From an optimization exercise on the open Yosys and OpenROAD flow, aimed at small area, a short achievable clock period and few clock cycles; shortcuts taken in it are not production practice. The RTL was checked by simulation tests, not by an equivalence proof against the original design. No activity file was given, so power comes from the tool's default toggle rates.

File: design/flow/run.sh
#!/bin/bash
# synth_recipe.tcl (not shown) runs the flow's synth.tcl, then flattens the netlist and writes it again
# the make line also repeats each setting of config.mk as NAME=value (left out here)
make -C /OpenROAD-flow-scripts/flow DESIGN_CONFIG=/design/flow/config.mk WORK_HOME=/design/flow/orfs CLKGATE_MAP_FILE= SYNTH_SCRIPT=/design/flow/synth_recipe.tcl finish
File: design/flow/config.mk
export PLATFORM = sky130hd
export DESIGN_NAME = framer
export DESIGN_NICKNAME = framer
export VERILOG_FILES = /design/flow/design.v
export SDC_FILE = /design/flow/constraint.sdc
export NUM_CORES = 4
export LEC_CHECK = 0
export CAP_MARGIN = 20
export CORE_MARGIN = 2
export CORE_UTILIZATION = 40
export CTS_CLUSTER_DIAMETER = 110
export CTS_CLUSTER_SIZE = 24
export SETUP_SLACK_MARGIN = 4.0
export SLEW_MARGIN = 20
File: design/flow/constraint.sdc
create_clock -name core_clock -period 10.0 [get_ports {clk}]
set_input_delay 2.0000 -clock core_clock [delete_from_list [all_inputs] [get_ports {clk}]]
set_output_delay 2.0000 -clock core_clock [all_outputs]
set_load 0.01 [all_outputs]
File: design/flow/design.v
module i2f_norm (
    input  wire [31:0] m,
    output wire [31:0] mn,      
    output wire [4:0]  msb,     
    output wire        nz       
);
    wire        z16 = (m[31:16] == 16'd0);
    wire [31:0] m1  = z16 ? {m[15:0], 16'd0} : m;
    wire        z8  = (m1[31:24] == 8'd0);
    wire [31:0] m2  = z8 ? {m1[23:0], 8'd0} : m1;
    wire        z4  = (m2[31:28] == 4'd0);
    wire [31:0] m3  = z4 ? {m2[27:0], 4'd0} : m2;
    wire        z2  = (m3[31:30] == 2'd0);
    wire [31:0] m4  = z2 ? {m3[29:0], 2'd0} : m3;
    wire        z1  = ~m4[31];
    assign mn  = z1 ? {m4[30:0], 1'b0} : m4;
    assign msb = ~{z16, z8, z4, z2, z1};
    assign nz  = m4[31] | m4[30];
endmodule
module rot_eng (
    input  wire        clk,
    input  wire        rst,
    input  wire        start,     
    input  wire        lay14,     
    input  wire [31:0] mn,        
    input  wire [4:0]  msb,
    input  wire        nz,
    output wire        idle,
    output wire        fin,       
    output wire [51:0] frac,
    output wire [10:0] expo
);
    localparam [1:0] S_IDLE = 2'd0, S_LOAD = 2'd1, S_RUN = 2'd2;
    localparam [17:0] DV1 = 18'd13070;    
    localparam [11:0] DV2 = 12'd200;      
    reg  [1:0]  st;
    reg  [3:0]  cnt;
    reg  [51:0] w;
    reg  [13:0] r;        
    reg  [7:0]  rb;       
    reg  [5:0]  dl;       
    reg         nzr;
    reg         alr;      
    reg         al2;      
    wire run  = (st == S_RUN);
    wire c3   = (cnt == 4'd3);
    wire d1on = (cnt <= 4'd12);
    wire d2on = lay14 && (cnt >= 4'd3);
    assign idle = (st == S_IDLE);
    assign fin  = run && (lay14 ? (cnt == 4'd15) : (cnt == 4'd12));
    assign frac = w;
    assign expo = nzr ? {~dl[5], {5{dl[5]}}, dl[4:0]} : 11'd0;
    wire [17:0] t1 = {r, w[51:48]};
    reg  [3:0]  q1;
    reg  [17:0] m1;
    integer j;
    always @(*) begin
        q1 = 4'd0;
        for (j = 1; j < 16; j = j + 1)
            if (t1 >= j * DV1) q1 = j[3:0];
        m1 = q1 * DV1;
    end
    wire [17:0] r1 = t1 - m1;
    wire        al2n = (w[11:6] >= 6'd36);
    wire [8:0]  rb0a = {1'b1, w[11:4]} - 9'd200;
    wire [8:0]  rb0b = {2'b01, w[11:5]} - 9'd200;
    wire        a2   = c3 ? al2n : al2;
    wire [7:0]  rb0  = c3 ? (nzr ? (al2n ? rb0b[7:0] : rb0a[7:0]) : 8'd0) : rb;
    wire [3:0]  din2 = (cnt == 4'd15) ? 4'b0100 :
                       (cnt == 4'd14) ? (a2 ? {w[4], 3'b110} : 4'b0110) :
                       (a2 ? w[4:1] : w[3:0]);
    wire [11:0] t2 = {rb0, din2};
    reg  [3:0]  q2;
    reg  [11:0] m2;
    always @(*) begin
        q2 = 4'd0;
        for (j = 1; j < 16; j = j + 1)
            if (t2 >= j * DV2) q2 = j[3:0];
        m2 = q2 * DV2;
    end
    wire [11:0] r2 = t2 - m2;
    wire        al  = (mn[31:18] >= 14'd13070);
    wire [14:0] ra  = {1'b0, mn[31:18]} - 15'd13070;
    wire [14:0] rna = mn[31:17] - 15'd13070;
    always @(posedge clk) begin
        if (rst)
            st <= S_IDLE;
        else if (start)
            st <= S_LOAD;
        else if (st == S_LOAD)
            st <= S_RUN;
        else if (fin)
            st <= S_IDLE;
    end
    always @(posedge clk) begin
        if (st == S_LOAD) begin
            w   <= al ? {mn[17:0], 21'd0, 13'd6535} : {mn[16:0], 22'd0, 13'd6535};
            r   <= nz ? (al ? ra[13:0] : rna[13:0]) : 14'd0;
            dl  <= {1'b0, msb} - 6'd13;
            alr <= al;
            nzr <= nz;
            cnt <= 4'd0;
        end else if (run) begin
            cnt <= cnt + 4'd1;
            if (d1on)
                r <= r1[13:0];
            if (d2on)
                rb <= r2[7:0];
            if (cnt == 4'd0)
                dl <= dl - {5'd0, ~alr};
            if (c3 && lay14) begin
                al2 <= al2n;
                dl  <= dl - (al2n ? 6'd6 : 6'd7);
            end
            if (!d2on)
                w <= {w[47:0], q1};
            else if (cnt <= 4'd13)
                w <= {w[47:8], q2, w[3:0], q1};
            else if (cnt == 4'd14)
                w <= {w[51:8], q2, w[3:0]};
            else
                w <= {w[51:4], q2};
        end
    end
endmodule
module rot_eng8 (
    input  wire        clk,
    input  wire        rst,
    input  wire        start,     
    input  wire        lay14,     
    input  wire [31:0] mn,        
    input  wire [4:0]  msb,
    input  wire        nz,
    output wire        idle,
    output wire        fin,       
    output wire [51:0] frac,
    output wire [10:0] expo
);
    localparam [1:0] S_IDLE = 2'd0, S_LOAD = 2'd1, S_RUN = 2'd2;
    localparam [16:0] DV1 = 17'd13070;    
    localparam [10:0] DV2 = 11'd200;      
    reg  [1:0]  st;
    reg  [4:0]  cnt;
    reg  [53:0] w;
    reg  [13:0] r;        
    reg  [7:0]  rb;       
    reg  [5:0]  dl;       
    reg         nzr;
    reg         alr;      
    reg         al2;      
    wire run  = (st == S_RUN);
    wire c4   = (cnt == 5'd4);
    wire d1on = (cnt <= 5'd17);
    wire d2on = lay14 && (cnt >= 5'd4);
    assign idle = (st == S_IDLE);
    assign fin  = run && (lay14 ? (cnt == 5'd21) : (cnt == 5'd17));
    assign frac = w[51:0];
    assign expo = nzr ? {~dl[5], {5{dl[5]}}, dl[4:0]} : 11'd0;
    wire [16:0] t1 = {r, w[53:51]};
    reg  [2:0]  q1;
    reg  [16:0] m1;
    integer j;
    always @(*) begin
        q1 = 3'd0;
        for (j = 1; j < 8; j = j + 1)
            if (t1 >= j * DV1) q1 = j[2:0];
        m1 = q1 * DV1;
    end
    wire [16:0] r1 = t1 - m1;
    wire        al2n = (w[10:4] >= 7'd100);
    wire        a2   = c4 ? al2n : al2;
    wire [7:0]  rb0  = c4 ? (nzr ? (al2n ? {2'd0, w[10:5]} : {1'd0, w[10:4]}) : 8'd0) : rb;
    wire [2:0]  din2 = (cnt >= 5'd20) ? 3'b100 :
                       (cnt == 5'd19) ? (a2 ? {w[4:3], 1'b1} : {w[3], 2'b01}) :
                       (a2 ? w[4:2] : w[3:1]);
    wire [10:0] t2 = {rb0, din2};
    reg  [2:0]  q2;
    reg  [10:0] m2;
    always @(*) begin
        q2 = 3'd0;
        for (j = 1; j < 8; j = j + 1)
            if (t2 >= j * DV2) q2 = j[2:0];
        m2 = q2 * DV2;
    end
    wire [10:0] r2 = t2 - m2;
    wire al = (mn[31:19] >= 13'd6535);
    always @(posedge clk) begin
        if (rst)
            st <= S_IDLE;
        else if (start)
            st <= S_LOAD;
        else if (st == S_LOAD)
            st <= S_RUN;
        else if (fin)
            st <= S_IDLE;
    end
    always @(posedge clk) begin
        if (st == S_LOAD) begin
            w   <= al ? {mn[19:0], 21'd0, 13'd6535} : {mn[18:0], 22'd0, 13'd6535};
            r   <= al ? {2'd0, mn[31:20]} : {1'd0, mn[31:19]};
            dl  <= {1'b0, msb} - 6'd13;
            alr <= al;
            nzr <= nz;
            cnt <= 5'd0;
        end else if (run) begin
            cnt <= cnt + 5'd1;
            if (d1on)
                r <= r1[13:0];
            if (d2on)
                rb <= r2[7:0];
            if (cnt == 5'd0)
                dl <= dl - {5'd0, ~alr};
            if (c4 && lay14) begin
                al2 <= al2n;
                dl  <= dl - (al2n ? 6'd6 : 6'd7);
            end
            if (!d2on)
                w <= {w[50:0], q1};
            else if (cnt <= 5'd18)
                w <= {w[50:6], q2, w[2:0], q1};
            else if (cnt == 5'd19)
                w <= {w[50:6], q2, 6'd0};
            else if (cnt == 5'd20)
                w <= {w[53:6], q2, w[2:0]};
            else
                w <= {w[53:3], q2};
        end
    end
endmodule
module framer (
    input  wire        clk,
    input  wire        rst,         
    input  wire        bus_we,
    input  wire [7:0]  bus_addr,
    input  wire [31:0] bus_wdata,
    output reg  [31:0] bus_rdata,
    output reg  [7:0]  tx_data,
    output wire        tx_last,
    output wire        tx_valid,
    input  wire        tx_ready
);
    localparam [5:0] R_CMD = 6'h00, R_STATUS = 6'h01, R_ERRARG = 6'h02,
                     R_CFG = 6'h03, R_RPM_L = 6'h04, R_RPM_R = 6'h05,
                     R_RXD = 6'h06, R_CKRES = 6'h07, R_M1_RPM = 6'h08,
                     R_M1_STAT = 6'h09, R_M1_POS = 6'h0A, R_M2_RPM = 6'h0B,
                     R_M2_STAT = 6'h0C, R_M2_POS = 6'h0D, R_IO1 = 6'h0E,
                     R_IO2 = 6'h0F, R_IO1_FLAGS = 6'h10, R_M1_ROT_LO = 6'h11,
                     R_M1_ROT_HI = 6'h12, R_M2_ROT_LO = 6'h13,
                     R_M2_ROT_HI = 6'h14;
    localparam [3:0] OP_ENC_INIT = 4'h1, OP_STATUS_POLL = 4'h2,
                     OP_RPM_SET = 4'h3, OP_PARSE = 4'h4, OP_CKSUM = 4'h5;
    localparam [3:0] E_RPM_RANGE = 4'd1, E_UNKNOWN_LAYOUT = 4'd2,
                     E_TRUNCATED = 4'd3, E_CHECKSUM = 4'd4, E_ILLEGAL = 4'd5;
    localparam [1:0] PH_IDLE = 2'd0,   
                     PH_TX   = 2'd1,   
                     PH_RX   = 2'd2,   
                     PH_CHK  = 2'd3;   
    reg  [1:0]  phase;
    reg         cfg_vck, vck;
    reg  [31:0] rpm_l, rpm_r;
    reg         done, err, ign, ckv;
    reg  [3:0]  errcode, lastop;
    reg  [1:0]  layout;
    reg  [15:0] errarg;        
    reg  [7:0]  acc;           
    reg  [4:0]  rxcnt;         
    reg  [3:0]  txidx;
    reg  [15:0] m1_rpm, m2_rpm, io1, io2;
    reg  [7:0]  m1_stat, m2_stat;
    reg  [31:0] m1_pos, m2_pos;
    wire [5:0] widx   = bus_addr[7:2];
    wire       wr_cmd = bus_we && (widx == R_CMD);
    wire       wr_sts = bus_we && (widx == R_STATUS);
    wire       wr_cfg = bus_we && (widx == R_CFG);
    wire       wr_rl  = bus_we && (widx == R_RPM_L);
    wire       wr_rr  = bus_we && (widx == R_RPM_R);
    wire       wr_rxd = bus_we && (widx == R_RXD);
    wire [3:0] op       = bus_wdata[3:0];
    wire [7:0] rx_data  = bus_wdata[7:0];
    wire       rx_end   = bus_wdata[8];
    wire       rx_nodat = bus_wdata[9];
    wire       busy  = (phase != PH_IDLE);
    wire       in_rx = (phase == PH_RX);
    wire       bw    = wr_rxd && in_rx && !rx_nodat;    
    wire l_oor = (rpm_l[31:15] != {17{rpm_l[15]}});
    wire r_oor = (rpm_r[31:15] != {17{rpm_r[15]}});
    wire [7:0] d4    = errarg[15:8];
    wire       lay14 = (d4 == 8'd14);
    wire       lay16 = (d4 == 8'd16);
    wire       short = lay14 ? (rxcnt < 5'd20) : (rxcnt < 5'd24);
    wire        e1_idle, e1_fin, e2_idle, e2_fin;
    wire [51:0] e1_frac, e2_frac;
    wire [10:0] e1_exp, e2_exp;
    wire [31:0] nm;
    wire [4:0]  nmsb;
    wire        nnz;
    wire [23:0] pos_lo  = rxcnt[4] ? m2_pos[23:0] : m1_pos[23:0];
    wire [23:0] neg_lo  = 24'd0 - pos_lo;
    wire        lo_zero = (pos_lo == 24'd0);
    wire [31:0] pos_abs = rx_data[7] ? {~rx_data + {7'd0, lo_zero}, neg_lo}
                                     : {rx_data, pos_lo};
    reg  [31:0] mag;
    always @(posedge clk)
        mag <= pos_abs;
    i2f_norm u_norm (.m(mag), .mn(nm), .msb(nmsb), .nz(nnz));
    rot_eng8 u_e1 (
        .clk(clk), .rst(rst), .start(bw && rxcnt == 5'd11), .lay14(lay14),
        .mn(nm), .msb(nmsb), .nz(nnz), .idle(e1_idle),
        .fin(e1_fin), .frac(e1_frac), .expo(e1_exp)
    );
    rot_eng u_e2 (
        .clk(clk), .rst(rst), .start(bw && rxcnt == 5'd18), .lay14(lay14),
        .mn(nm), .msb(nmsb), .nz(nnz), .idle(e2_idle),
        .fin(e2_fin), .frac(e2_frac), .expo(e2_exp)
    );
    wire rot_ready = (e1_idle || e1_fin) && (e2_idle || e2_fin);
    wire fr_rpm = (lastop[1:0] == 2'b11);
    wire fr_enc = (lastop[1:0] == 2'b01);
    always @(*) begin
        case (txidx)
            4'd0:    tx_data = 8'hB7;
            4'd1:    tx_data = 8'hB8;
            4'd2:    tx_data = 8'h01;
            4'd3:    tx_data = fr_rpm ? 8'hCF : fr_enc ? 8'h0A : 8'h04;
            4'd4:    tx_data = fr_rpm ? 8'h07 : 8'h01;
            4'd5:    tx_data = fr_rpm ? 8'h01 : fr_enc ? 8'h0A : 8'hD8;
            4'd6:    tx_data = fr_rpm ? m1_pos[7:0] : fr_enc ? 8'h7B : 8'hB3;
            4'd7:    tx_data = m1_pos[15:8];
            4'd8:    tx_data = 8'h01;
            4'd9:    tx_data = m1_pos[23:16];
            4'd10:   tx_data = m1_pos[31:24];
            4'd11:   tx_data = 8'h00;
            default: tx_data = acc;
        endcase
    end
    assign tx_valid = (phase == PH_TX);
    assign tx_last  = fr_rpm ? (txidx == 4'd12) : (txidx == 4'd6);
    wire [7:0] acc_in  = (phase == PH_TX) ? tx_data : rx_data;
    wire [7:0] acc_sub = acc - acc_in;
    wire accept  = wr_cmd && !busy;
    wire tx_xfer  = (phase == PH_TX) && tx_ready;
    wire chk_ck   = (phase == PH_CHK) && (lastop == OP_CKSUM);
    reg        chk_err, chk_ret;
    reg [3:0]  chk_code;
    reg [15:0] chk_arg;
    always @(*) begin
        chk_err  = 1'b1;
        chk_ret  = 1'b1;
        chk_code = E_TRUNCATED;
        chk_arg  = {11'd0, rxcnt};
        if (rxcnt < 5'd5) begin
        end else if (!lay14 && !lay16) begin
            chk_code = E_UNKNOWN_LAYOUT;
            chk_arg  = {8'd0, d4};
        end else if (short) begin
        end else if (vck && (acc != 8'd0)) begin
            chk_code = E_CHECKSUM;
            chk_arg  = {errarg[7:0] + acc, errarg[7:0]};
        end else begin
            chk_err  = 1'b0;
            chk_ret  = rot_ready;
        end
    end
    always @(posedge clk) begin
        if (rst) begin
            phase   <= PH_IDLE;
            cfg_vck <= 1'b0;
            rpm_l   <= 32'd0;
            rpm_r   <= 32'd0;
            done    <= 1'b0;
            err     <= 1'b0;
            ign     <= 1'b0;
            ckv     <= 1'b0;
            errcode <= 4'd0;
            lastop  <= 4'd0;
            layout  <= 2'd0;
        end else begin
            if (wr_sts && bus_wdata[3])
                ign <= 1'b0;
            if (wr_cfg)
                cfg_vck <= bus_wdata[0];
            if (wr_rl)
                rpm_l <= bus_wdata;
            if (wr_rr)
                rpm_r <= bus_wdata;
            if ((wr_cmd && busy) || (wr_rxd && !in_rx))
                ign <= 1'b1;
            if (accept) begin
                done    <= 1'b0;
                err     <= 1'b0;
                errcode <= 4'd0;
                ckv     <= 1'b0;
                layout  <= 2'd0;
                lastop  <= op;
                case (op)
                    OP_ENC_INIT, OP_STATUS_POLL:
                        phase <= PH_TX;
                    OP_RPM_SET: begin
                        if (l_oor || r_oor) begin
                            done    <= 1'b1;
                            err     <= 1'b1;
                            errcode <= E_RPM_RANGE;
                        end else begin
                            phase   <= PH_TX;
                        end
                    end
                    OP_PARSE, OP_CKSUM:
                        phase <= PH_RX;
                    default: begin
                        done    <= 1'b1;
                        err     <= 1'b1;
                        errcode <= E_ILLEGAL;
                    end
                endcase
            end
            if (wr_rxd && in_rx && rx_end)
                phase <= PH_CHK;
            if (tx_xfer && tx_last) begin
                done  <= 1'b1;
                phase <= PH_IDLE;
            end
            if (chk_ck) begin
                done  <= 1'b1;
                ckv   <= 1'b1;
                phase <= PH_IDLE;
            end else if (phase == PH_CHK && chk_ret) begin
                done  <= 1'b1;
                phase <= PH_IDLE;
                if (chk_err) begin
                    err     <= 1'b1;
                    errcode <= chk_code;
                end else begin
                    layout  <= lay14 ? 2'd1 : 2'd2;
                end
            end
        end
    end
    always @(posedge clk) begin
        if (accept) begin
            txidx <= 4'd0;
            acc   <= 8'd0;
            rxcnt <= 5'd0;
            vck   <= cfg_vck;
            if (op == OP_RPM_SET)
                m1_pos <= {rpm_r[15:0], rpm_l[15:0]};
            if (op == OP_RPM_SET)
                errarg <= {14'd0, r_oor, l_oor};
            else
                errarg <= {12'd0, op};
        end
        if (bw) begin
            if (rxcnt != 5'd31)
                rxcnt <= rxcnt + 5'd1;
            acc         <= acc_sub;
            errarg[7:0] <= rx_data;
            case (rxcnt)
                5'd4:  errarg[15:8]   <= rx_data;
                5'd5:  m1_rpm[7:0]    <= rx_data;
                5'd6:  m1_rpm[15:8]   <= rx_data;
                5'd7:  m1_stat        <= rx_data;
                5'd8:  m1_pos[7:0]    <= rx_data;
                5'd9:  m1_pos[15:8]   <= rx_data;
                5'd10: m1_pos[23:16]  <= rx_data;
                5'd11: m1_pos[31:24]  <= rx_data;
                5'd12: m2_rpm[7:0]    <= rx_data;
                5'd13: m2_rpm[15:8]   <= rx_data;
                5'd14: m2_stat        <= rx_data;
                5'd15: m2_pos[7:0]    <= rx_data;
                5'd16: m2_pos[15:8]   <= rx_data;
                5'd17: m2_pos[23:16]  <= rx_data;
                5'd18: m2_pos[31:24]  <= rx_data;
                5'd19: io1[7:0]       <= rx_data;
                5'd20: io1[15:8]      <= rx_data;
                5'd21: io2[7:0]       <= rx_data;
                5'd22: io2[15:8]      <= rx_data;
                default: ;
            endcase
        end
        if (tx_xfer) begin
            txidx <= txidx + 4'd1;
            acc   <= acc_sub;
        end
        if (phase == PH_CHK && chk_err)
            errarg <= chk_arg;
    end
    wire tel_ok = (layout != 2'd0);
    wire l16_ok = layout[1];
    always @(*) begin
        case (bus_addr[7:2])
            R_STATUS:    bus_rdata = {16'd0, lastop, 2'b00, layout, errcode,
                                      ign, err, done, busy};
            R_ERRARG:    bus_rdata = err ? {16'd0, errarg} : 32'd0;
            R_CFG:       bus_rdata = {31'd0, cfg_vck};
            R_RPM_L:     bus_rdata = rpm_l;
            R_RPM_R:     bus_rdata = rpm_r;
            R_CKRES:     bus_rdata = ckv ? {24'd0, acc} : 32'd0;
            R_M1_RPM:    bus_rdata = tel_ok ? {{16{m1_rpm[15]}}, m1_rpm} : 32'd0;
            R_M1_STAT:   bus_rdata = tel_ok ? {24'd0, m1_stat} : 32'd0;
            R_M1_POS:    bus_rdata = tel_ok ? m1_pos : 32'd0;
            R_M2_RPM:    bus_rdata = tel_ok ? {{16{m2_rpm[15]}}, m2_rpm} : 32'd0;
            R_M2_STAT:   bus_rdata = tel_ok ? {24'd0, m2_stat} : 32'd0;
            R_M2_POS:    bus_rdata = tel_ok ? m2_pos : 32'd0;
            R_IO1:       bus_rdata = l16_ok ? {{16{io1[15]}}, io1} : 32'd0;
            R_IO2:       bus_rdata = l16_ok ? {{16{io2[15]}}, io2} : 32'd0;
            R_IO1_FLAGS: bus_rdata = l16_ok ? {25'd0, io1[6:0]} : 32'd0;
            R_M1_ROT_LO: bus_rdata = tel_ok ? e1_frac[31:0] : 32'd0;
            R_M1_ROT_HI: bus_rdata = tel_ok ? {m1_pos[31], e1_exp, e1_frac[51:32]} : 32'd0;
            R_M2_ROT_LO: bus_rdata = tel_ok ? e2_frac[31:0] : 32'd0;
            R_M2_ROT_HI: bus_rdata = tel_ok ? {m2_pos[31], e2_exp, e2_frac[51:32]} : 32'd0;
            default:     bus_rdata = 32'd0;
        endcase
    end
endmodule
==> flow_summary.toml, run 1 <==
[global_routing]
grt_max_degree = 86
grt_pass1_vias = 24700
overflow = 0
antenna_found_initial = 1
grtUsageTotal_pct = 26.9
grt_pass1_wl_um = 160000

[logic_synthesis]
synthDistinctLibCells = 97
syn_area_mm2 = 0.0298
syn_inst = 3285
yosysWarnings = 3
synth_edf_count = 301
synth-seq-cells = 472
synthArstFlopShare_pct = 0
ys_top_cells_by_area = "edfxtp_1, dfxtp_1, nand2_1"
synth_top_area_share_pct = 30.3
ys_seq_area_share_pct = 41.8
synth_ff_type = "edfxtp_1"
synth_nets = 3449
syn_area_per_cell_um2 = 9.08
synth_area_leader_cell = "edfxtp_1"

[critical_path]
start_kind = "input port"
worst-path-max-fanout = 7
worstSetupPathType = "in -> out"
rrSetupSlack_ps = 4210
crit_top_cell = "buf_12"
crit_path_start = "bus_addr[7]"
cp_slowest_cell = "a222oi_1"
worstSetupEndpointType = "output port"
cp.arrival_ps = 4300
rr_endpoint = "u_e2.r[13]"
r2r_cells = 28
cp.required_ps = 8000
crit_chain = "buf_8 > nand2b_4 > or3_4 > nor3_4 > buf_12 > buf_12 > a222oi_1 > nand3_1 > a221oi_4 > nor2b_1 > o21ai_2 > nand3_2 > buf_6"
critical_path.max_stage_delay_ps = 500
r2r-start = "u_e2.r[1]"

[floorplanning]
initial_utilization_pct = 40.3
dieArea_mm2 = 0.0768
die_w_um = 277
io_pins = 86
row_count = 100
core_mm2 = 0.0741
die_height_um = 277

[cts]
cts_tree = "built"
htree_num_levels = 1
clock_latency_ps = 640
cts_root_buf = "clkbuf_16"
clkSlewWorstSetupHoldPaths_ps = 100
clkSinkCount = 472
postCtsHoldBufs = 0
cts_max_path_buffers = 3
cts_inserted_buffers = 25

[placement]
placed_cells = 4182
dp_worst_setup_slack_ps = 2460
numPortBuffers = 83
hpwl_um = 76100
routabilityCongestion = 0.943

[drt]
num_vias = 27100
drt-total-wl_um = 108000
drc = 0
drt_first_pass_iters = 9
viasPerCell = 6.27
wire_per_inst_um = 25.0
drt_iter0_markers = 3497
ant_nets = 0

[power]
total_power_mw = 3.90
power_density_mw_per_mm2 = 116
irDropWorstVdd_v = 0.000123
p_leak_nw = 12.3

[sta]
setup_tns_ps = 0
worst_slew_pin_slew_ps = 1130
layout_min_cycle_time_ps = 6300
setup_violations = 0
finalMaxSlewViolations = 0
slew_headroom_pct = 24.4
max_freq_mhz = 159
period_share_pct = 63.0
hold_viol = 0
fin_ws_ps = 3700
rsz0062_at_grt = "true"
finalClockSkew_ps = 55.4

[layout]
final_core_util_pct = 45.5
antenna_cells = 0
drive_gt1_share_pct = 12.3
fin_nets = 3506
fillers = 7199
syn2layout_area_growth_pct = 13.0
stdcell_count = 4330
multi_input_area_mm2 = 0.0168
regArea_mm2 = 0.0125

[hold_path]
min_path_cells = 2
holdPathEnd = "ign"
hold_path_class = "reg -> reg"
min_from = "ign"

[run_status]
status = "no timing/DRC/antenna violations"

[run]
max-cap-violations = 0
[placed cells by master, fill, tap and decap left out, types with 29 or more instances in the layout]
master,n
nand2_1,400
edfxtp_1,301
a21oi_1,254
nor2_1,234
dfxtp_1,170
o21ai_0,157
mux2i_1,136
buf_4,132
nand3_1,114
ha_1,103
inv_1,100
xnor2_1,75
a22oi_1,73
nor3_1,63
a222oi_1,50
clkdlybuf4s50_1,44
and2_1,43
and3_1,42
a21o_1,42
o21ai_1,38
a31oi_1,36
xor2_1,36
o211ai_1,32
nand4_1,29
[power by group]
group / total (mW) / switching [mW] / internal, mW
combinational: 0.581 / 0.377 / 0.204
sequential: 2.11 / 0.0353 / 2.07
clock: 1.21 / 0.705 / 0.505
[area by class of cell]
cell class / count / share of cell area (%)
repair buffers: 237 / 5.99
clock buffers: 40 / 2.02
well taps: 969 / 3.60
inverters: 111 / 1.27
multi-input cells: 2495 / 49.8
flip-flops and latches: 472 / 37.0
clock inverters: 6 / 0.327
[cell usage after synthesis, drive strengths merged (10+ instances only)]
master  count
nand2     406
edfxtp    301
a21oi     263
nor2      253
o21ai     203
clkbuf    172
dfxtp     171
mux2i     137
nand3     125
inv       107
ha        106
a22oi      81
xnor2      75
nor3       70
a222oi     50
and2       45
a21o       43
and3       42
a31oi      38
xor2       37
buf        36
o211ai     34
nand4      29
nor4       29
nor2b      28
a221oi     27
o21a       27
o22ai      22
a211oi     21
mux2       20
nand2b     20
a22o       19
o31ai      18
or3        15
fa         14
or4        14
a21boi     13
a221o      13
or2        12
o221ai     10
[registers in the layout, indices dropped and copies added, names as in the netlist, 14 cells and up]
register  flops
u_e1.w       54
u_e2.w       52
m1_pos       32
m2_pos       32
mag          32
rpm_l        32
rpm_r        32
errarg       16
io1          16
io2          16
m1_rpm       16
m2_rpm       16
u_e1.r       14
u_e2.r       14
[kinds of logic (layout without fill, tap and decap cells)]
kind of cell	count (synthesis)	count (layout)	share of synthesized area [%]
AO/OA/AOI/OAI	983	984	22.2
multiplexers	157	157	5.37
flip-flops	472	472	41.8
AND/OR/NAND/NOR	1122	1122	17.7
adder cells (fa/ha/maj)	120	120	5.39
XOR/XNOR	112	112	3.29
buffers and inverters	319	394	4.27
[worst max-delay path by stage]
stage	end	slack, ps	depth (start not counted)
6_report	bus_rdata[7]	3700	13
5_1_grt	bus_rdata[7]	3700	13
4_1_cts	bus_rdata[7]	3750	13
3_5_place_dp	bus_rdata[1]	2460	12
3_3_place_gp	bus_rdata[1]	2430	12
2_1_floorplan	bus_rdata[9]	4090	8
[repair_timing]
item,4_1_cts,5_1_grt
hold endpoints to repair,0,0
cloned,5,0
setup buffers,59,38
pin swaps,41,57
setup endpoints to repair,99,93
gates resized for setup,212,114
[layer usage]
layer | GRT usage [%] | up-vias | share of wire (%)
met5 | 0 | - | 0.011
met4 | 11.7 | 2 | 5.1
met3 | 3.48 | 244 | 8.4
met2 | 42.8 | 1372 | 45
met1 | 36.8 | 13100 | 41
li1 | - | 12400 | -
[stage by stage]
stage / hold WS, ps / area [um^2]
2_1_floorplan: 430 / 29800
3_3_place_gp: 455 / 31500
3_5_place_dp: 462 / 31500
6_report: 482 / 33700
5_1_grt: 493 / 33700
4_1_cts: 478 / 33100
[critical path, delay by kind of cell]
kind / cells / cell delay, ps
buffers and inverters: 4 / 510
AO/OA/AOI/OAI: 3 / 990
AND/OR/NAND/NOR: 6 / 760
Testbench counts, summed over its fixed seeds: cycles 18,305.
==> run 2, diff against run 1 <==
--- a/design/flow/config.mk
+++ b/design/flow/config.mk
@@ -6,4 +6,5 @@
 export NUM_CORES = 4
 export LEC_CHECK = 0
+export ABC_AREA = 1
 export CAP_MARGIN = 20
 export CORE_MARGIN = 2
@@ -11,4 +12,4 @@
 export CTS_CLUSTER_DIAMETER = 110
 export CTS_CLUSTER_SIZE = 24
-export SETUP_SLACK_MARGIN = 4.0
+export SETUP_SLACK_MARGIN = 4.3
 export SLEW_MARGIN = 20
==> run 2 against run 1 <==
  * First-iteration DRC count down 11%
  * Combinational power up 82%
  * Largest cell class unchanged
  * Non-clock buffer count is 75 higher
  * Flip-flop and latch count stayed put
  * Synthesized cell count rose by 23%
  * Critical endpoint is now bus_rdata[1]
  * Synthesized area is 1.7% higher
  * Die area increased by 1.7%
  * Highest routed layer is now met4
  * Critical path depth increased by 4
  * Wire length grew 6.0%
  * Register-to-register slack better by 200 ps
==> flow_summary.toml, run 2 <==
[run_status]
status = "no timing/DRC/antenna violations"

[critical_path]
worstSetupPathType = "in -> out"
cp.arrival_ps = 3970
worstSetupEndpointType = "output port"
cpLargestDelayFamily = "buffers and inverters"
crit_path_start = "bus_addr[6]"
cp_slowest_cell = "a311oi_2"
r2r-start = "u_e2.r[5]"
start_kind = "input port"
critical_path.max_stage_delay_ps = 300
cp.required_ps = 8000
critPathBufInv = 9
worst-path-max-fanout = 3
crit_chain = "buf_8 > inv_4 > nor2_4 > inv_4 > nor2_4 > inv_4 > nor2_4 > buf_6 > clkinvlp_4 > buf_6 > buf_6 > o22ai_4 > a21oi_2 > o2111ai_2 > a311oi_2 > o221ai_2 > buf_2"

[global_routing]
top_usage_layer = "met2"
grt_pass1_wl_um = 166000
overflow = 0
met3_usage_pct = 3.57
antenna_found_initial = 0
grtUsageTotal_pct = 27.8
grt_max_degree = 70
grt_pass1_vias = 27000
grtUsageMet1_pct = 36.0
globalRouteMet2Util_pct = 45.6

[logic_synthesis]
synth_top_area_share_pct = 29.8
ys_seq_area_share_pct = 41.1
synth_area_leader_cell = "edfxtp_1"
ys_top_cells_by_area = "edfxtp_1, nand2_1, dfxtp_1"
synth_ff_type = "edfxtp_1"
synth_common_cells = "nand2_1, inv_1, nor2_1, o21ai_0, edfxtp_1"
synthArstFlopShare_pct = 0
synth_nets = 4196
synthDistinctLibCells = 65
synth-seq-cells = 472
syn_area_per_cell_um2 = 7.53
synth_edf_count = 301
syn_inst = 4032
yosysWarnings = 3
synth_most_common_cell = "nand2_1"
syn_area_mm2 = 0.0303

[floorplanning]
initial_utilization_pct = 40.6
core_mm2 = 0.0748
die_w_um = 279
dieArea_mm2 = 0.0781
die_height_um = 279
io_pins = 86
row_count = 100

[layout]
final_core_util_pct = 48.8
final_cell_mix = "nand2_1, inv_1, nor2_1"
antenna_cells = 0
regArea_mm2 = 0.0125
drive_gt1_share_pct = 15.7
fin_nets = 4388
final_area_mm2 = 0.0365
syn2layout_area_growth_pct = 20.3
reg_top3 = "u_e1.w (54), u_e2.w (52)"
layout_commonest_cell = "nand2_1"
top_register = "u_e1.w"
multi_input_area_mm2 = 0.0170
fillers = 7332
largest_register_ffs = 54
stdcell_count = 5210

[placement]
dp_worst_setup_slack_ps = 1880
placed_cells = 4990
placed_area_mm2 = 0.0322
numPortBuffers = 83
hpwl_um = 82600
routabilityCongestion = 0.993

[drt]
viasPerCell = 5.69
wire_per_inst_um = 22.0
drt_first_pass_iters = 6
drt-total-wl_um = 115000
drc = 0
drt_iter0_markers = 3097
num_vias = 29600
ant_nets = 0

[cts]
clock_latency_ps = 630
cts_max_path_buffers = 3
clkSinkCount = 472
htree_num_levels = 1
postCtsHoldBufs = 0
clkSlewWorstSetupHoldPaths_ps = 110
cts_inserted_buffers = 24
cts_tree = "built"
cts_root_buf = "clkbuf_16"

[sta]
hold_viol = 0
max_freq_mhz = 167
fin_ws_ps = 4030
rsz0062_at_grt = "true"
layout_min_cycle_time_ps = 5970
period_share_pct = 59.7
finalMaxSlewViolations = 0
worst_slew_pin_slew_ps = 1210
setup_tns_ps = 0
setup_violations = 0
finalClockSkew_ps = 53.0
whs_ps = 476
slew_headroom_pct = 19.2

[power]
p_leak_nw = 15.3
irDropWorstVdd_v = 0.000113
total_power_mw = 4.37
power_density_mw_per_mm2 = 120

[hold_path]
min_from = "ckv"
hold_path_class = "reg -> reg"

[run]
max-cap-violations = 0
-- run 2: cells by family (layout without fill, tap and decap cells) --
family | after synthesis | after routing | share of synthesized area, %
AO/OA/AOI/OAI | 904 | 904 | 18.1
buffers and inverters | 717 | 926 | 9.20
flip-flops | 472 | 472 | 41.1
multiplexers | 1 | 1 | 0.0330
adder cells (fa/ha/maj) | 120 | 120 | 5.29
XOR/XNOR | 83 | 83 | 2.40
AND/OR/NAND/NOR | 1735 | 1735 | 23.9
-- run 2: worst reg2reg max path: cells and delay by family, from the launching register on --
kind	cells	cell delay [ps]
buf+inv	7	660
flops	1	560
simple gates	12	1260
compound gates	8	1170
xor+xnor	2	320
fa+ha+maj	3	1380
-- run 2: routing by layer --
metal	vias to the layer above	share of wire (%)	routed length, um
li1	14000	-	-
met1	13900	40	46200
met2	1408	46	52900
met3	341	7.4	8500
met4	0	6.1	6960
met5	-	0	0
-- run 2: area by class of cell --
type	count	area share [%]
Multi-Input combinational cell	2843	46.5
Clock buffer	38	1.82
Inverter	569	6.02
Tap cell	969	3.32
Timing Repair inverter	2	0.0377
Clock inverter	5	0.147
Timing Repair Buffer	312	8.01
Sequential cell	472	34.1
-- run 2: what timing repair did --
action,CTS,global route
pin swaps,69,109
resized for setup,454,228
gates cloned,6,3
endpoints found under the setup margin,101,97
buffers inserted,88,80
-- run 2: final timing paths --
| check | end | slack (ps) | depth (start not counted) |
|---|---|---|---|
| worst max-delay path | bus_rdata[1] | 4030 | 17 |
| worst min register to register | ckv | 480 | 2 |
| worst min-delay path | ckv | 480 | 2 |
| worst max register to register | u_e2.r[13] | 4410 | 32 |
-- run 2: power by group --
group          switching, mW  total [mW]  internal [mW]
clock                  0.689        1.16          0.471
combinational          0.739        1.06          0.321
sequential            0.0434        2.15           2.11
total                   1.47        4.37           2.90
==> run 3, diff against run 2 <==
--- a/design/flow/config.mk
+++ b/design/flow/config.mk
@@ -10,6 +10,6 @@
 export CORE_MARGIN = 2
 export CORE_UTILIZATION = 40
-export CTS_CLUSTER_DIAMETER = 110
-export CTS_CLUSTER_SIZE = 24
-export SETUP_SLACK_MARGIN = 4.3
+export CTS_CLUSTER_DIAMETER = 125
+export CTS_CLUSTER_SIZE = 28
+export SETUP_SLACK_MARGIN = 4.0
 export SLEW_MARGIN = 20
==> run 3 against run 2 <==
  * Utilization is 2.6 points lower
  * Cell count is 1.9% lower
  * Clock skew is 13 ps lower
  * Setup slack worse by 25 ps
  * Clock power is 4% lower
  * Total power is 1.7% lower
  * Wire length is 3.8% lower
  * Via count is 2.7% lower
  * Critical endpoint is now bus_rdata[9]
  * Largest cell class unchanged
==> flow_summary.toml, run 3 <==
[placement]
hpwl_um = 82600
numPortBuffers = 83
routabilityCongestion = 0.993
placed_area_mm2 = 0.0322

[logic_synthesis]
synth_area_leader_cell = "edfxtp_1"
synth-seq-cells = 472
synthArstFlopShare_pct = 0
syn_area_per_cell_um2 = 7.53
synth_edf_count = 301
syn_inst = 4032
ys_top_cells_by_area = "edfxtp_1, nand2_1, dfxtp_1"
synth_ff_type = "edfxtp_1"
synth_nets = 4196
synth_most_common_cell = "nand2_1"
synth_top_area_share_pct = 29.8
syn_area_mm2 = 0.0303
synthDistinctLibCells = 65
synth_common_cells = "nand2_1, inv_1, nor2_1, o21ai_0, edfxtp_1"
ys_seq_area_share_pct = 41.1
yosysWarnings = 3

[layout]
drive_gt1_share_pct = 10.8
reg_top3 = "u_e1.w (54), u_e2.w (52)"
antenna_cells = 0
top_register = "u_e1.w"
syn2layout_area_growth_pct = 13.8
layout_commonest_cell = "nand2_1"
fillers = 7582
final_area_mm2 = 0.0345
final_cell_mix = "nand2_1, inv_1, nor2_1"
fin_nets = 4294
largest_register_ffs = 54
final_core_util_pct = 46.2

[drt]
drt-total-wl_um = 110000
wire_per_inst_um = 21.6
num_vias = 28800
drt_iter0_markers = 2776
drc = 0
viasPerCell = 5.64
drt_first_pass_iters = 6
ant_nets = 0

[global_routing]
grt_max_degree = 70
grt_pass1_vias = 26600
grt_pass1_wl_um = 163000
overflow = 0
grtUsageTotal_pct = 27.3
antenna_found_initial = 1

[sta]
finalMaxSlewViolations = 0
period_share_pct = 60.0
finalClockSkew_ps = 40.3
layout_min_cycle_time_ps = 6000
hold_viol = 0
setup_violations = 0
slew_headroom_pct = 22.7
max_freq_mhz = 167
whs_ps = 478
rsz0062_at_grt = "true"
setup_tns_ps = 0
worst_slew_pin_slew_ps = 1160

[critical_path]
worstSetupPathType = "in -> out"
cp.arrival_ps = 4000
start_kind = "input port"
worstSetupEndpointType = "output port"
cp.required_ps = 8000
worst-path-max-fanout = 5

[floorplanning]
initial_utilization_pct = 40.6
dieArea_mm2 = 0.0781
io_pins = 86
die_w_um = 279
core_mm2 = 0.0748
die_height_um = 279
row_count = 100

[cts]
clkSlewWorstSetupHoldPaths_ps = 110
cts_root_buf = "clkbuf_16"
clock_latency_ps = 600
clkSinkCount = 472
htree_num_levels = 1
cts_inserted_buffers = 21
cts_max_path_buffers = 3
postCtsHoldBufs = 0
cts_tree = "built"

[power]
total_power_mw = 4.30
p_leak_nw = 14.5
power_density_mw_per_mm2 = 125
irDropWorstVdd_v = 0.000110

[run_status]
status = "no timing/DRC/antenna violations"

[hold_path]
hold_path_class = "reg -> reg"

[run]
max-cap-violations = 0
[run 3: routing by layer]
metal	global-route usage [%]	routed length [um]
met3	3.19	7720
met1	35.5	45300
met2	45.4	51300
met4	12.6	5790
met5	0	13
[run 3: power breakdown]
group | internal [mW] | switching [mW] | total (mW)
logic | 0.309 | 0.729 | 1.04
registers | 2.11 | 0.0433 | 2.15
clock network | 0.446 | 0.660 | 1.11
total | 2.87 | 1.43 | 4.30
[run 3: worst paths after layout]
| check | cells after the start | end | slack, ps | from |
|---|---|---|---|---|
| setup reg to reg | 33 | u_e2.r[13] | 4170 | u_e2.r[0] |
| hold / removal | 2 | ckv | 480 | ckv |
| setup / recovery | 14 | bus_rdata[9] | 4000 | bus_addr[7] |
| hold reg to reg | 2 | ckv | 480 | ckv |
[run 3: area by class of cell]
cell class / count / area, um^2 / share of cell area [%]
inverters: 569 / 2160 / 6.24
well taps: 969 / 1210 / 3.51
repair inverters: 1 / 7.51 / 0.0217
multi-input cells: 2843 / 16100 / 46.6
clock inverters: 4 / 85.1 / 0.246
clock buffers: 33 / 571 / 1.65
flip-flops and latches: 472 / 12500 / 36.1
repair buffers: 222 / 1940 / 5.61
[run 3: logic make-up (layout without fill, tap and decap cells)]
group	after synthesis	after routing	share of synthesized area, %
compound gates	904	904	18.1
simple gates	1735	1735	23.9
flops	472	472	41.1
xor+xnor	83	83	2.40
buf+inv	717	829	9.20
mux	1	1	0.0330
fa+ha+maj	120	120	5.29
[run 3: stage by stage]
stage | worst slack, ps | std cells
finish | 4000 | 5113
global route | 3770 | 5113
CTS | 3940 | 5076
detailed placement | 1880 | 4990
global placement | 1880 | 4990
floorplan | 4310 | 4032
[run 3: repair_timing]
| item | in CTS | in global routing |
|---|---|---|
| setup buffers | 46 | 37 |
| pin swaps | 46 | 33 |
| resized for setup | 317 | 81 |
| endpoints found under the setup margin | 79 | 97 |
| cloned | 3 | 0 |
[run 3: worst max-delay path, cell delays in order]
cell        delay [ps]
buf_2              120
nor2_2              90
inv_2               70
nor2_2             110
inv_2               60
nor2_2             120
buf_6              160
clkinvlp_4         190
buf_6              160
buf_6              120
o211ai_1           290
a2111oi_4          100
o2111ai_2          220
buf_2              170
==> run 4, diff against run 3 <==
--- a/design/flow/config.mk
+++ b/design/flow/config.mk
@@ -10,6 +10,6 @@
 export CORE_MARGIN = 2
 export CORE_UTILIZATION = 40
-export CTS_CLUSTER_DIAMETER = 125
-export CTS_CLUSTER_SIZE = 28
+export CTS_CLUSTER_DIAMETER = 115
+export CTS_CLUSTER_SIZE = 26
 export SETUP_SLACK_MARGIN = 4.0
 export SLEW_MARGIN = 20
==> run 4 against run 3 <==
  * Maximum frequency down 0.12%
  * Utilization rose by 0.74 points
  * Sequential power about the same
  * Design area increased by 1.6%
  * Critical path depth grew 1
  * Synthesized cell count did not move
  * Highest routed layer unchanged
  * Sequential share of layout area shrank 0.57 points
  * Clock skew grew 18 ps
  * Global-route usage is 0.10 points higher
  * Still clean on timing, DRC and antenna
  * Clock-buffer cell count is 3 higher
  * Largest power group unchanged
  * Non-clock buffer count is 48 higher
  * Cell count rose by 1.0%
==> flow_summary.toml, run 4 <==
[run_status]
status = "no timing/DRC/antenna violations"

[logic_synthesis]
syn_area_per_cell_um2 = 7.53
synthArstFlopShare_pct = 0
ys_seq_area_share_pct = 41.1
ys_top_cells_by_area = "edfxtp_1, nand2_1, dfxtp_1"
synth_top_family_by_area = "simple AND/OR/NAND/NOR gates"
synth-xor-area-share_pct = 2.40
synth-compound-area-share_pct = 18.1
syn_area_mm2 = 0.0303
synth_edf_count = 301
synthMuxAreaShare_pct = 0.0330
yosysWarnings = 3
synth-adder-area-share_pct = 5.29
syn_inst = 4032
synth_top_area_share_pct = 29.8
synth_nets = 4196
synthDistinctLibCells = 65
synth_area_leader_cell = "edfxtp_1"
synth-simple-area-share_pct = 23.9
synth_most_common_cell = "nand2_1"
synth_ff_type = "edfxtp_1"
synth-seq-cells = 472
synth_common_cells = "nand2_1, inv_1, nor2_1, o21ai_0, edfxtp_1"

[layout]
stdcell_count = 5164
reg_top3 = "u_e1.w (54), u_e2.w (52)"
drive_gt1_share_pct = 12.4
layout_commonest_cell = "nand2_1"
largest_register_ffs = 54
multi_input_area_mm2 = 0.0162
syn2layout_area_growth_pct = 15.6
fin_nets = 4343
fillers = 7513
regArea_mm2 = 0.0125
antenna_cells = 0
top_register = "u_e1.w"
final_cell_mix = "nand2_1, inv_1, nor2_1"

[floorplanning]
core_mm2 = 0.0748
die_w_um = 279
row_count = 100
initial_utilization_pct = 40.6
io_pins = 86
dieArea_mm2 = 0.0781
die_height_um = 279

[critical_path]
critical_path.max_stage_delay_ps = 510
cpLargestDelayFamily = "buffers and inverters"
r2r_cells = 39
crit_path_end = "bus_rdata[24]"
cp.arrival_ps = 4010
rrSetupSlack_ps = 4240
start_kind = "input port"
worst-path-max-fanout = 11
crit_path_start = "bus_addr[6]"
worstSetupPathType = "in -> out"
cp_slowest_cell = "a2111oi_2"
crit_chain = "buf_6 > inv_2 > nor2_4 > inv_2 > nor2_2 > inv_2 > nor2_4 > buf_12 > inv_1 > nor2_4 > inv_2 > nor2_1 > a2111oi_2 > o2111ai_2 > buf_2"
crit_top_cell = "inv_2"
rr_endpoint = "u_e2.r[13]"
cp.depth = 15
worstSetupEndpointType = "output port"
r2r-start = "u_e2.r[7]"
cp.required_ps = 8000
critPathBufInv = 8

[sta]
worst_slew_pin_slew_ps = 1140
layout_min_cycle_time_ps = 6010
hold_viol = 0
whs_ps = 479
finalClockSkew_ps = 58.1
rsz0062_at_grt = "true"
setup_tns_ps = 0
max_freq_mhz = 167
fin_ws_ps = 3990
slew_headroom_pct = 23.6
finalMaxSlewViolations = 0
setup_violations = 0
period_share_pct = 60.1

[drt]
drc = 0
num_vias = 29200
wire_per_inst_um = 21.5
drt-total-wl_um = 111000
drt_iter0_markers = 2885
viasPerCell = 5.66
ant_nets = 0
drt_first_pass_iters = 7

[cts]
cts_max_path_buffers = 3
clkSinkCount = 472
cts_inserted_buffers = 22
cts_root_buf = "clkbuf_16"
clkSlewWorstSetupHoldPaths_ps = 110
cts_tree = "built"
postCtsHoldBufs = 0
clock_latency_ps = 610
htree_num_levels = 1

[global_routing]
antenna_found_initial = 1
grt_pass1_wl_um = 164000
grt_max_degree = 70
overflow = 0
grtUsageTotal_pct = 27.4
grt_pass1_vias = 26600

[hold_path]
hold_path_class = "reg -> reg"

[power]
irDropWorstVdd_v = 0.000123
power_density_mw_per_mm2 = 122
p_leak_nw = 14.8
total_power_mw = 4.29

[placement]
routabilityCongestion = 0.993
placed_cells = 4990
dp_worst_setup_slack_ps = 1880
hpwl_um = 82600
numPortBuffers = 83

[run]
max-cap-violations = 0
==> run 4: cell counts after synthesis <==
No cell type changed its count.
==> run 4: layer usage <==
metal / vias up / wire length [um] / GRT usage (%) / part of all wire (%)
met4: 2 / 5890 / 12.4 / 5.3
met2: 1213 / 51800 / 45.5 / 47
met1: 13800 / 45900 / 36.0 / 41
met5: - / 13 / 0 / 0.012
li1: 13900 / - / - / -
met3: 262 / 7520 / 2.97 / 6.8
==> run 4: cell families (layout without fill, tap and decap cells) <==
family          count (synthesis)  in the layout
xor+xnor                       83             83
compound gates                904            904
mux                             1              1
flops                         472            472
fa+ha+maj                     120            120
simple gates                 1735           1735
buf+inv                       717            880
==> run 4: repair_timing <==
item,4_1_cts,5_1_grt
resized for setup,316,118
setup buffers,60,70
pin swaps,46,53
endpoints found under the setup margin,80,97
gates cloned,3,1
==> run 4: area by class of cell <==
cell class,count,area share [%]
clock buffer,36,1.75
clock inverter,4,0.125
inverter,569,6.18
multi-input combinational,2843,46.2
sequential,472,35.5
tap,969,3.46
timing repair buffer,270,6.73
timing repair inverter,1,0.0214
==> run 4: power breakdown <==
part / internal (mW) / switching [mW]
Combinational: 0.312 / 0.728
Clock: 0.434 / 0.663
Sequential: 2.11 / 0.0432
Total: 2.86 / 1.43
==> run 4: how the worst min path moves through the flow <==
stage	to	start	cells after the start
6_report	ckv	ckv	2
5_1_grt	ckv	ckv	2
4_1_cts	ckv	ckv	2
3_5_place_dp	ckv	ckv	2
3_3_place_gp	ckv	ckv	2
2_1_floorplan	vck	cfg_vck	0
==> run 4: worst min-delay path, cell delays in order, from the launching register on <==
cell,delay (ps)
dfxtp_1,330
nand2_1,60
a21oi_1,50
==> run 4: through the flow <==
| stage | instance area (um^2) | util, % |
|---|---|---|
| floorplan | 30300 | - |
| global placement | 32200 | 43.0 |
| detailed placement | 32200 | 43.0 |
| CTS | 34100 | 45.6 |
| global route | 35100 | 46.9 |
| finish | 35100 | 46.9 |

[what the ideal ports hide]
The results above use ideal ports. As a check the final layouts listed here were re-extracted and re-timed, cells and wires unchanged.
Step 1: set_driving_cell puts a clkbuf_16 on clk and a buf_2 on each other input, an assumption about the parent block.
Step 2 times the ports against the registers' clock, not the clock port: input delays grow and output delays shrink by t, the midpoint of the rising clock arrivals with the driver on.
a / b / c = ideal ports / drivers / drivers and shift; a / b = the first two.
run	t (ns)	slack for setup (ns)	clock arrival spread, ns
run 1	0.667	3.696 / 3.647 / 3.647	0.064 / 0.064
run 2	0.671	4.027 / 3.987 / 3.987	0.054 / 0.054
run 3	0.647	4.002 / 3.965 / 3.965	0.040 / 0.040
run 4	0.651	3.995 / 3.963 / 3.963	0.062 / 0.061
After both steps every run listed still meets setup and hold. The setup slack of run 1, which loses most, moves by -0.049 ns with the drivers and by -0.049 ns with both steps.
